This design comes from an exercise in tuning for small area, a short achievable clock period and few clock cycles per item on the open sky130 flow, not from production work.
Power is estimated from default activity; no workload was simulated.

==> module x64ptw, before the edit <==
module x64ptw (
    input  wire        clk,
    input  wire        rst,
    input  wire        cmd_valid,
    output wire        cmd_ready,
    input  wire [63:0] cmd_root,
    input  wire [63:0] cmd_va,
    input  wire        abort_req,
    output wire        mem_req_valid,
    input  wire        mem_req_ready,
    output wire [63:0] mem_req_addr,
    input  wire        mem_rsp_valid,
    input  wire [63:0] mem_rsp_data,
    input  wire        mem_rsp_err,
    output wire        ent_valid,
    output wire [2:0]  ent_level,
    output wire [8:0]  ent_index,
    output wire [63:0] ent_table_base,
    output wire [63:0] ent_raw,
    output wire        ent_leaf,
    output wire        ent_present,
    output wire        ent_writable,
    output wire        ent_user,
    output wire        ent_write_through,
    output wire        ent_cache_disable,
    output wire        ent_accessed,
    output wire        ent_exec_disable,
    output wire        ent_ps_valid,
    output wire        ent_ps,
    output wire        ent_dirty,
    output wire        ent_global,
    output wire        ent_pat,
    output wire [4:0]  ent_frame_shift,
    output wire [27:0] ent_frame_ref,
    output wire [63:0] ent_reserved,
    output wire        ent_faulty,
    output wire        rsp_valid,
    output wire [2:0]  rsp_status,
    output wire        rsp_mapped,
    output wire [63:0] rsp_page_base,
    output wire [4:0]  rsp_page_shift,
    output wire [29:0] rsp_page_offset,
    output wire [63:0] rsp_pa,
    output wire [2:0]  rsp_count,
    output wire [63:0] rsp_info
);
    reg        st_req;       
    reg        st_wait;      
    reg        st_done;      
    reg [1:0]  lv_q;         
    reg [63:0] va_q;
    reg [63:0] base_q;       
    reg [63:3] nxt_q;        
    reg        nxt_ok;       
    reg        nxt_canon;    
    wire [63:0] raw = mem_rsp_data;
    function [8:0] va_index(input [1:0] lv, input [63:0] va);
        case (lv)
            2'd3:    va_index = va[47:39];
            2'd2:    va_index = va[38:30];
            2'd1:    va_index = va[29:21];
            default: va_index = va[20:12];
        endcase
    endfunction
    wire [8:0]  index     = va_index(lv_q, va_q);
    wire [1:0]  lv_next   = lv_q - 2'd1;
    wire [8:0]  index_nxt = va_index(lv_next, va_q);
    wire [63:0] root_addr = base_q + {52'd0, va_q[47:39], 3'b000};
    wire [63:0] cur_addr  = (lv_q == 2'd3) ? root_addr : {base_q[63:12], index, 3'b000};
    wire canonical = (cmd_va[63:47] == 17'd0) || (cmd_va[63:47] == 17'h1FFFF);
    wire        d_leaf, d_big1g, d_big2m;
    wire [4:0]  d_shift;
    wire [27:0] d_frame;
    x64ptw_entry_decode u_dec (
        .lv         (lv_q),
        .raw        (raw),
        .leaf       (d_leaf),
        .big1g      (d_big1g),
        .big2m      (d_big2m),
        .frame_shift(d_shift),
        .frame_ref  (d_frame),
        .dirty      (ent_dirty),
        .global_pg  (ent_global),
        .pat        (ent_pat),
        .reserved   (ent_reserved),
        .faulty     (ent_faulty)
    );
    wire answer   = st_wait & mem_rsp_valid;
    wire stop     = mem_rsp_err | !raw[0] | d_leaf | abort_req;
    wire w_end    = answer & stop;                
    wire w_next   = answer & !stop;               
    wire idle     = !(st_req | st_wait | st_done);
    assign cmd_ready = idle | st_done | w_end;
    wire accept      = cmd_valid & cmd_ready;
    wire first_req   = accept & nxt_ok & nxt_canon;
    assign mem_req_valid = st_req | w_next | first_req;
    assign mem_req_addr  = (st_wait & !stop) ? {24'd0, raw[39:12], index_nxt, 3'b000} :
                           st_req ? cur_addr : {nxt_q, cmd_root[2:0]};
    always @(posedge clk) begin
        nxt_q     <= cmd_root[63:3] + {52'd0, cmd_va[47:39]};
        nxt_canon <= canonical;
        nxt_ok    <= cmd_valid & !accept;
    end
    always @(posedge clk) begin
        if (rst) begin
            st_req  <= 1'b0;
            st_wait <= 1'b0;
            st_done <= 1'b0;
        end else if (accept) begin
            st_req  <= canonical & !(nxt_ok & mem_req_ready);
            st_wait <= canonical & nxt_ok & mem_req_ready;
            st_done <= !canonical;
        end else if (w_next) begin
            st_req  <= !mem_req_ready;
            st_wait <= mem_req_ready;
        end else begin
            if (st_req & mem_req_ready) begin
                st_req  <= 1'b0;
                st_wait <= 1'b1;
            end
            if (w_end)
                st_wait <= 1'b0;
            st_done <= 1'b0;
        end
    end
    always @(posedge clk) begin
        if (cmd_ready) begin
            va_q   <= cmd_va;
            base_q <= cmd_root;
            lv_q   <= 2'd3;
        end else if (w_next) begin
            base_q <= {24'd0, raw[39:12], 12'd0};
            lv_q   <= lv_next;
        end
    end
    assign ent_valid         = answer & !mem_rsp_err;
    assign ent_level         = {1'b0, lv_q} + 3'd1;
    assign ent_index         = index;
    assign ent_table_base    = base_q;
    assign ent_raw           = raw;
    assign ent_leaf          = d_leaf;
    assign ent_present       = raw[0];
    assign ent_writable      = raw[1];
    assign ent_user          = raw[2];
    assign ent_write_through = raw[3];
    assign ent_cache_disable = raw[4];
    assign ent_accessed      = raw[5];
    assign ent_exec_disable  = raw[63];
    assign ent_ps_valid      = (lv_q != 2'd0);
    assign ent_ps            = (lv_q != 2'd0) & raw[7];
    assign ent_frame_shift   = d_shift;
    assign ent_frame_ref     = d_frame;
    wire mapped = st_wait & !mem_rsp_err & raw[0] & d_leaf;
    wire [29:0] offset = d_big1g ? va_q[29:0] :
                         d_big2m ? {9'd0, va_q[20:0]} : {18'd0, va_q[11:0]};
    wire [39:0] pbase  = {raw[39:30],
                          d_big1g ? 9'd0 : raw[29:21],
                          (d_big1g | d_big2m) ? 9'd0 : raw[20:12],
                          12'd0};
    assign rsp_valid       = st_done | w_end;
    assign rsp_status      = st_done ? 3'd1 :
                             mem_rsp_err ? 3'd2 :
                             (raw[0] & !d_leaf) ? 3'd7 : 3'd0;
    assign rsp_mapped      = mapped;
    assign rsp_page_base   = mapped ? {24'd0, pbase} : 64'd0;
    assign rsp_page_shift  = mapped ? d_shift : 5'd0;
    assign rsp_page_offset = mapped ? offset : 30'd0;
    assign rsp_pa          = mapped ? {24'd0, pbase | {10'd0, offset}} : 64'd0;
    assign rsp_count       = st_done ? 3'd0 : ({1'b0, ~lv_q} + {2'd0, !mem_rsp_err});
    assign rsp_info        = st_done ? va_q : mem_rsp_err ? cur_addr : 64'd0;
endmodule
export LEC_CHECK = 0
export ABC_CLOCK_PERIOD_IN_PS = 2000
export CAP_MARGIN = 20
export CORE_AREA = 5 5 275 275
export DIE_AREA = 0 0 280 280
export PLACE_DENSITY = 0.6
export SETUP_SLACK_MARGIN = 2.2
export SLEW_MARGIN = 20
export TNS_END_PERCENT = 10
create_clock -name core_clock -period 6.0 [get_ports {clk}]
standard.sh (not shown) runs the stock make flow with config.mk's settings and CLKGATE_MAP_FILE= SYNTH_SCRIPT=/design/flow/synth_recipe.tcl, a recipe that flattens the netlist after the stock synthesis.
==> flow/flow/run.sh <==
#!/bin/bash
# Standard layout with plain buffers (not delay cells) on the ports and with
# adders left to abc as plain gates (no ripple half/full adder cells).
set -euo pipefail
export BUFFER_PORTS_ARGS="-buffer_cell sky130_fd_sc_hd__buf_1"
export ADDER_MAP_FILE=
bash standard.sh > standard.log 2>&1
==> next run, changes <==
--- a/flow/design.v
+++ b/flow/design.v
@@ -89,13 +89,10 @@
     reg        st_wait;      
     reg        st_done;      
     reg [1:0]  lv_q;         
     reg [63:0] va_q;
     reg [63:0] base_q;       
-    reg [63:3] nxt_q;        
-    reg        nxt_ok;       
-    reg        nxt_canon;    
     wire [63:0] raw = mem_rsp_data;
     function [8:0] va_index(input [1:0] lv, input [63:0] va);
         case (lv)
             2'd3:    va_index = va[47:39];
             2'd2:    va_index = va[38:30];
@@ -131,27 +128,23 @@
     wire w_end    = answer & stop;                
     wire w_next   = answer & !stop;               
     wire idle     = !(st_req | st_wait | st_done);
     assign cmd_ready = idle | st_done | w_end;
     wire accept      = cmd_valid & cmd_ready;
-    wire first_req   = accept & nxt_ok & nxt_canon;
+    wire first_req   = accept & canonical;
     assign mem_req_valid = st_req | w_next | first_req;
     assign mem_req_addr  = (st_wait & !stop) ? {24'd0, raw[39:12], index_nxt, 3'b000} :
-                           st_req ? cur_addr : {nxt_q, cmd_root[2:0]};
-    always @(posedge clk) begin
-        nxt_q     <= cmd_root[63:3] + {52'd0, cmd_va[47:39]};
-        nxt_canon <= canonical;
-        nxt_ok    <= cmd_valid & !accept;
-    end
+                           st_req ? cur_addr :
+                                    cmd_root + {52'd0, cmd_va[47:39], 3'b000};
     always @(posedge clk) begin
         if (rst) begin
             st_req  <= 1'b0;
             st_wait <= 1'b0;
             st_done <= 1'b0;
         end else if (accept) begin
-            st_req  <= canonical & !(nxt_ok & mem_req_ready);
-            st_wait <= canonical & nxt_ok & mem_req_ready;
+            st_req  <= canonical & !mem_req_ready;
+            st_wait <= canonical & mem_req_ready;
             st_done <= !canonical;
         end else if (w_next) begin
             st_req  <= !mem_req_ready;
             st_wait <= mem_req_ready;
         end else begin
The changed run completed without violations.
Routed wire length came out lower by 5.7%.
Non-clock buffer count came out higher by 37.
Synthesized area came out lower by 9.4%.
Setup slack degrades by 360 ps.
Worst hold slack improves by 120 ps.
Core utilization came out lower by 0.37 points.
No run of this note included a check of the RTL's function; only the layout flow was run.

---

Setup of main:
The RTL this note starts from:
==> flow/design.v <==
`timescale 1ns/1ps
module x64ptw_entry_decode (
    input  wire [1:0]  lv,
    input  wire [63:0] raw,
    output wire        leaf,
    output wire        big1g,         
    output wire        big2m,         
    output wire [4:0]  frame_shift,
    output wire [27:0] frame_ref,
    output wire        dirty,
    output wire        global_pg,
    output wire        pat,
    output wire [63:0] reserved,
    output wire        faulty
);
    wire l1 = (lv == 2'd0);
    wire l2 = (lv == 2'd1);
    wire l3 = (lv == 2'd2);
    wire l4 = (lv == 2'd3);
    assign big1g     = l3 & raw[7];
    assign big2m     = l2 & raw[7];
    assign leaf      = l1 | big1g | big2m;
    assign dirty     = leaf & raw[6];
    assign global_pg = leaf & raw[8];
    assign pat       = l1 ? raw[7] : ((big1g | big2m) & raw[12]);
    assign frame_shift = big1g ? 5'd30 : big2m ? 5'd21 : 5'd12;
    assign frame_ref[9:0]   = big1g ? raw[39:30] : big2m ? raw[30:21] : raw[21:12];
    assign frame_ref[18:10] = big1g ? 9'd0 : big2m ? raw[39:31] : raw[30:22];
    assign frame_ref[27:19] = (big1g | big2m) ? 9'd0 : raw[39:31];
    assign reserved[6:0]   = 7'd0;
    assign reserved[7]     = l4 & raw[7];
    assign reserved[12:8]  = 5'd0;
    assign reserved[20:13] = (big1g | big2m) ? raw[20:13] : 8'd0;
    assign reserved[29:21] = big1g ? raw[29:21] : 9'd0;
    assign reserved[39:30] = 10'd0;
    assign reserved[51:40] = raw[51:40];
    assign reserved[63:52] = 12'd0;
    assign faulty = (|raw[51:40]) | (l4 & raw[7]) |
                    ((big1g | big2m) & (|raw[20:13])) | (big1g & (|raw[29:21]));
endmodule
`timescale 1ns/1ps
module x64ptw (
    input  wire        clk,
    input  wire        rst,
    input  wire        cmd_valid,
    output wire        cmd_ready,
    input  wire [63:0] cmd_root,
    input  wire [63:0] cmd_va,
    input  wire        abort_req,
    output wire        mem_req_valid,
    input  wire        mem_req_ready,
    output wire [63:0] mem_req_addr,
    input  wire        mem_rsp_valid,
    input  wire [63:0] mem_rsp_data,
    input  wire        mem_rsp_err,
    output wire        ent_valid,
    output wire [2:0]  ent_level,
    output wire [8:0]  ent_index,
    output wire [63:0] ent_table_base,
    output wire [63:0] ent_raw,
    output wire        ent_leaf,
    output wire        ent_present,
    output wire        ent_writable,
    output wire        ent_user,
    output wire        ent_write_through,
    output wire        ent_cache_disable,
    output wire        ent_accessed,
    output wire        ent_exec_disable,
    output wire        ent_ps_valid,
    output wire        ent_ps,
    output wire        ent_dirty,
    output wire        ent_global,
    output wire        ent_pat,
    output wire [4:0]  ent_frame_shift,
    output wire [27:0] ent_frame_ref,
    output wire [63:0] ent_reserved,
    output wire        ent_faulty,
    output wire        rsp_valid,
    output wire [2:0]  rsp_status,
    output wire        rsp_mapped,
    output wire [63:0] rsp_page_base,
    output wire [4:0]  rsp_page_shift,
    output wire [29:0] rsp_page_offset,
    output wire [63:0] rsp_pa,
    output wire [2:0]  rsp_count,
    output wire [63:0] rsp_info
);
    reg        st_req;       
    reg        st_wait;      
    reg        st_done;      
    reg [1:0]  lv_q;         
    reg [11:3] lo_q;         
    reg        cy_q;         
    reg [47:0] va_q;
    reg [63:0] base_q;       
    wire [63:0] raw = mem_rsp_data;
    function [8:0] va_index(input [1:0] lv, input [47:0] va);
        case (lv)
            2'd3:    va_index = va[47:39];
            2'd2:    va_index = va[38:30];
            2'd1:    va_index = va[29:21];
            default: va_index = va[20:12];
        endcase
    endfunction
    wire [8:0]  index     = va_index(lv_q, va_q);
    wire [1:0]  lv_next   = lv_q - 2'd1;
    wire [8:0]  index_nxt = va_index(lv_next, va_q);
    wire [63:0] cur_addr  = {base_q[63:12] + {51'd0, cy_q}, lo_q, base_q[2:0]};
    wire [9:0]  first_lo  = {1'b0, cmd_root[11:3]} + {1'b0, cmd_va[47:39]};
    wire        first_cy  = first_lo[9];
    wire canonical = (cmd_va[63:47] == 17'd0) || (cmd_va[63:47] == 17'h1FFFF);
    wire        d_leaf, d_big1g, d_big2m;
    wire [4:0]  d_shift;
    wire [27:0] d_frame;
    x64ptw_entry_decode u_dec (
        .lv         (lv_q),
        .raw        (raw),
        .leaf       (d_leaf),
        .big1g      (d_big1g),
        .big2m      (d_big2m),
        .frame_shift(d_shift),
        .frame_ref  (d_frame),
        .dirty      (ent_dirty),
        .global_pg  (ent_global),
        .pat        (ent_pat),
        .reserved   (ent_reserved),
        .faulty     (ent_faulty)
    );
    wire answer   = st_wait & mem_rsp_valid;
    wire stop     = mem_rsp_err | !raw[0] | d_leaf | abort_req;
    wire w_end    = answer & stop;                
    wire w_next   = answer & !stop;               
    wire idle     = !(st_req | st_wait | st_done);
    assign cmd_ready = idle | st_done | w_end;
    wire accept      = cmd_valid & cmd_ready;
    wire first_req   = accept & canonical & !first_cy;
    assign mem_req_valid = st_req | w_next | first_req;
    assign mem_req_addr  = (st_wait & !stop) ? {24'd0, raw[39:12], index_nxt, 3'b000} :
                           st_req ? cur_addr : {cmd_root[63:12], first_lo[8:0], cmd_root[2:0]};
    always @(posedge clk) begin
        if (rst) begin
            st_req  <= 1'b0;
            st_wait <= 1'b0;
            st_done <= 1'b0;
        end else if (accept) begin
            st_req  <= canonical & !(!first_cy & mem_req_ready);
            st_wait <= canonical & !first_cy & mem_req_ready;
            st_done <= !canonical;
        end else if (w_next) begin
            st_req  <= !mem_req_ready;
            st_wait <= mem_req_ready;
        end else begin
            if (st_req & mem_req_ready) begin
                st_req  <= 1'b0;
                st_wait <= 1'b1;
            end
            if (w_end)
                st_wait <= 1'b0;
            st_done <= 1'b0;
        end
    end
    always @(posedge clk) begin
        if (cmd_ready) begin
            va_q   <= cmd_va[47:0];
            base_q <= {canonical ? cmd_root[63:48] : cmd_va[63:48], cmd_root[47:0]};
            lv_q   <= 2'd3;
            lo_q   <= first_lo[8:0];
            cy_q   <= first_cy;
        end else if (w_next) begin
            base_q <= {24'd0, raw[39:12], 12'd0};
            lv_q   <= lv_next;
            lo_q   <= index_nxt;
            cy_q   <= 1'b0;
        end
    end
    assign ent_valid         = answer & !mem_rsp_err;
    assign ent_level         = {1'b0, lv_q} + 3'd1;
    assign ent_index         = index;
    assign ent_table_base    = base_q;
    assign ent_raw           = raw;
    assign ent_leaf          = d_leaf;
    assign ent_present       = raw[0];
    assign ent_writable      = raw[1];
    assign ent_user          = raw[2];
    assign ent_write_through = raw[3];
    assign ent_cache_disable = raw[4];
    assign ent_accessed      = raw[5];
    assign ent_exec_disable  = raw[63];
    assign ent_ps_valid      = (lv_q != 2'd0);
    assign ent_ps            = (lv_q != 2'd0) & raw[7];
    assign ent_frame_shift   = d_shift;
    assign ent_frame_ref     = d_frame;
    wire mapped = st_wait & !mem_rsp_err & raw[0] & d_leaf;
    wire [29:0] offset = d_big1g ? va_q[29:0] :
                         d_big2m ? {9'd0, va_q[20:0]} : {18'd0, va_q[11:0]};
    wire [39:0] pbase  = {raw[39:30],
                          d_big1g ? 9'd0 : raw[29:21],
                          (d_big1g | d_big2m) ? 9'd0 : raw[20:12],
                          12'd0};
    assign rsp_valid       = st_done | w_end;
    assign rsp_status      = st_done ? 3'd1 :
                             mem_rsp_err ? 3'd2 :
                             (raw[0] & !d_leaf) ? 3'd7 : 3'd0;
    assign rsp_mapped      = mapped;
    assign rsp_page_base   = mapped ? {24'd0, pbase} : 64'd0;
    assign rsp_page_shift  = mapped ? d_shift : 5'd0;
    assign rsp_page_offset = mapped ? offset : 30'd0;
    assign rsp_pa          = mapped ? {24'd0, pbase | {10'd0, offset}} : 64'd0;
    assign rsp_count       = st_done ? 3'd0 : ({1'b0, ~lv_q} + {2'd0, !mem_rsp_err});
    assign rsp_info        = st_done ? {base_q[63:48], va_q} : mem_rsp_err ? cur_addr : 64'd0;
endmodule
export LEC_CHECK = 0
export ABC_CLOCK_PERIOD_IN_PS = 2000
export CAP_MARGIN = 20
export CORE_AREA = 5 5 195 195
export CTS_BUF_LIST = sky130_fd_sc_hd__clkbuf_8 sky130_fd_sc_hd__clkbuf_16
export CTS_CLUSTER_SIZE = 12
export DIE_AREA = 0 0 200 200
export PLACE_DENSITY = 0.65
export SETUP_SLACK_MARGIN = 2.2
export SLEW_MARGIN = 20
export TNS_END_PERCENT = 10
create_clock -name core_clock -period 6.0 [get_ports {clk}]
==> flow/flow/run.sh <==
#!/bin/bash
# Standard layout with plain buffers (not delay cells) on the ports, adders
# left to abc as plain gates (no ripple half/full adder cells), and pins
# allowed one track apart so that the die can be smaller.
set -euo pipefail
export BUFFER_PORTS_ARGS="-buffer_cell sky130_fd_sc_hd__buf_1"
export ADDER_MAP_FILE=
export PLACE_PINS_ARGS="-min_distance 1 -min_distance_in_tracks"
bash standard.sh > standard.log 2>&1
Inputs modified between main and the feature branch:
diff --git a/flow/design.v b/flow/design.v
--- a/flow/design.v
+++ b/flow/design.v
@@ -92,4 +92,8 @@
     reg [11:3] lo_q;         
     reg        cy_q;         
+    reg [11:3] nxt_lo_q;     
+    reg        nxt_cy_q;     
+    reg        nxt_canon;    
+    reg        nxt_ok;       
     reg [47:0] va_q;
     reg [63:0] base_q;       
@@ -134,8 +138,14 @@
     assign cmd_ready = idle | st_done | w_end;
     wire accept      = cmd_valid & cmd_ready;
-    wire first_req   = accept & canonical & !first_cy;
+    wire first_req   = accept & nxt_ok & nxt_canon & !nxt_cy_q;
     assign mem_req_valid = st_req | w_next | first_req;
     assign mem_req_addr  = (st_wait & !stop) ? {24'd0, raw[39:12], index_nxt, 3'b000} :
-                           st_req ? cur_addr : {cmd_root[63:12], first_lo[8:0], cmd_root[2:0]};
+                           st_req ? cur_addr : {cmd_root[63:12], nxt_lo_q, cmd_root[2:0]};
+    always @(posedge clk) begin
+        nxt_lo_q  <= first_lo[8:0];
+        nxt_cy_q  <= first_cy;
+        nxt_canon <= canonical;
+        nxt_ok    <= cmd_valid & !accept;
+    end
     always @(posedge clk) begin
         if (rst) begin
@@ -144,6 +154,6 @@
             st_done <= 1'b0;
         end else if (accept) begin
-            st_req  <= canonical & !(!first_cy & mem_req_ready);
-            st_wait <= canonical & !first_cy & mem_req_ready;
+            st_req  <= canonical & !(nxt_ok & !nxt_cy_q & mem_req_ready);
+            st_wait <= canonical & nxt_ok & !nxt_cy_q & mem_req_ready;
             st_done <= !canonical;
         end else if (w_next) begin
## What came out
The flow did not stop early for the feature branch: all stages ran, and the layout cleared the timing, design-rule and antenna checks. The feature branch: share of synthesized area occupied by flip-flops and latches is 1.3 points higher than what main reported. Re worst slew margin relative to its limit: the feature branch and main aren't equal, and the higher value belongs to main. Changes observed in the feature branch relative to main: sequential logic power rose by about 10%; routability congestion estimate fell by 8.1%; number of antenna cells inserted rose by 4; post-synthesis to final-layout area growth rose by 0.54 points; synthesized instance count fell by 23. Going from main to the feature branch, synthesized area per cell grew by a few percent. The lower routed metal-1 wirelength of the feature branch and main is in the feature branch. Comparing cell count for the feature branch and main, the bigger number came from main. main was routed with fewer vias than the feature branch. Worst setup slack (the feature branch over main): increase, 0.13 ns. Going from main to the feature branch, initial antenna violation count grows by 3.
Function was not checked in any run of this note: the RTL went through the layout flow alone.

## separate check: timing with driven ports
In the flow no input, the clock included, has a driving cell. The finished layouts below were timed again as built, in two steps.
Step 1 (the two cells are an assumption about what drives the block):
set clk [get_ports {clk}]
set_driving_cell -lib_cell sky130_fd_sc_hd__clkbuf_16 $clk
set_driving_cell -lib_cell sky130_fd_sc_hd__buf_2 [delete_from_list [all_inputs] $clk]
Step 2 moves the port delays by t, midway between the first and last clock arrival at a register: inputs arrive t later, outputs are due t later. That takes back most of the time a late clock gives input paths.
Three values: ideal, step 1, step 2; two values: the first two.
| run | shift t [ns] | slack for setup (ns) | latest minus earliest clock arrival (ns) | worst slew at a driven data input, ns |
|---|---|---|---|---|
| the first run of note 1 | 0.558 | 1.631 / 1.577 / 1.416 | 0.027 / 0.026 | 0.24 |
| the second run of note 1 | 0.526 | 1.271 / 1.222 / 1.222 | 0.025 / 0.025 | 0.18 |
| main | 0.481 | 1.770 / 1.734 / 1.734 | 0.015 / 0.015 | 0.13 |
| the feature branch | 0.495 | 1.896 / 1.844 / 1.866 | 0.018 / 0.019 | 0.16 |
After both steps every run listed still meets setup and hold. For the first run of note 1, which loses most, drivers alone change the setup slack by -0.054 ns; drivers and shift together by -0.215 ns.
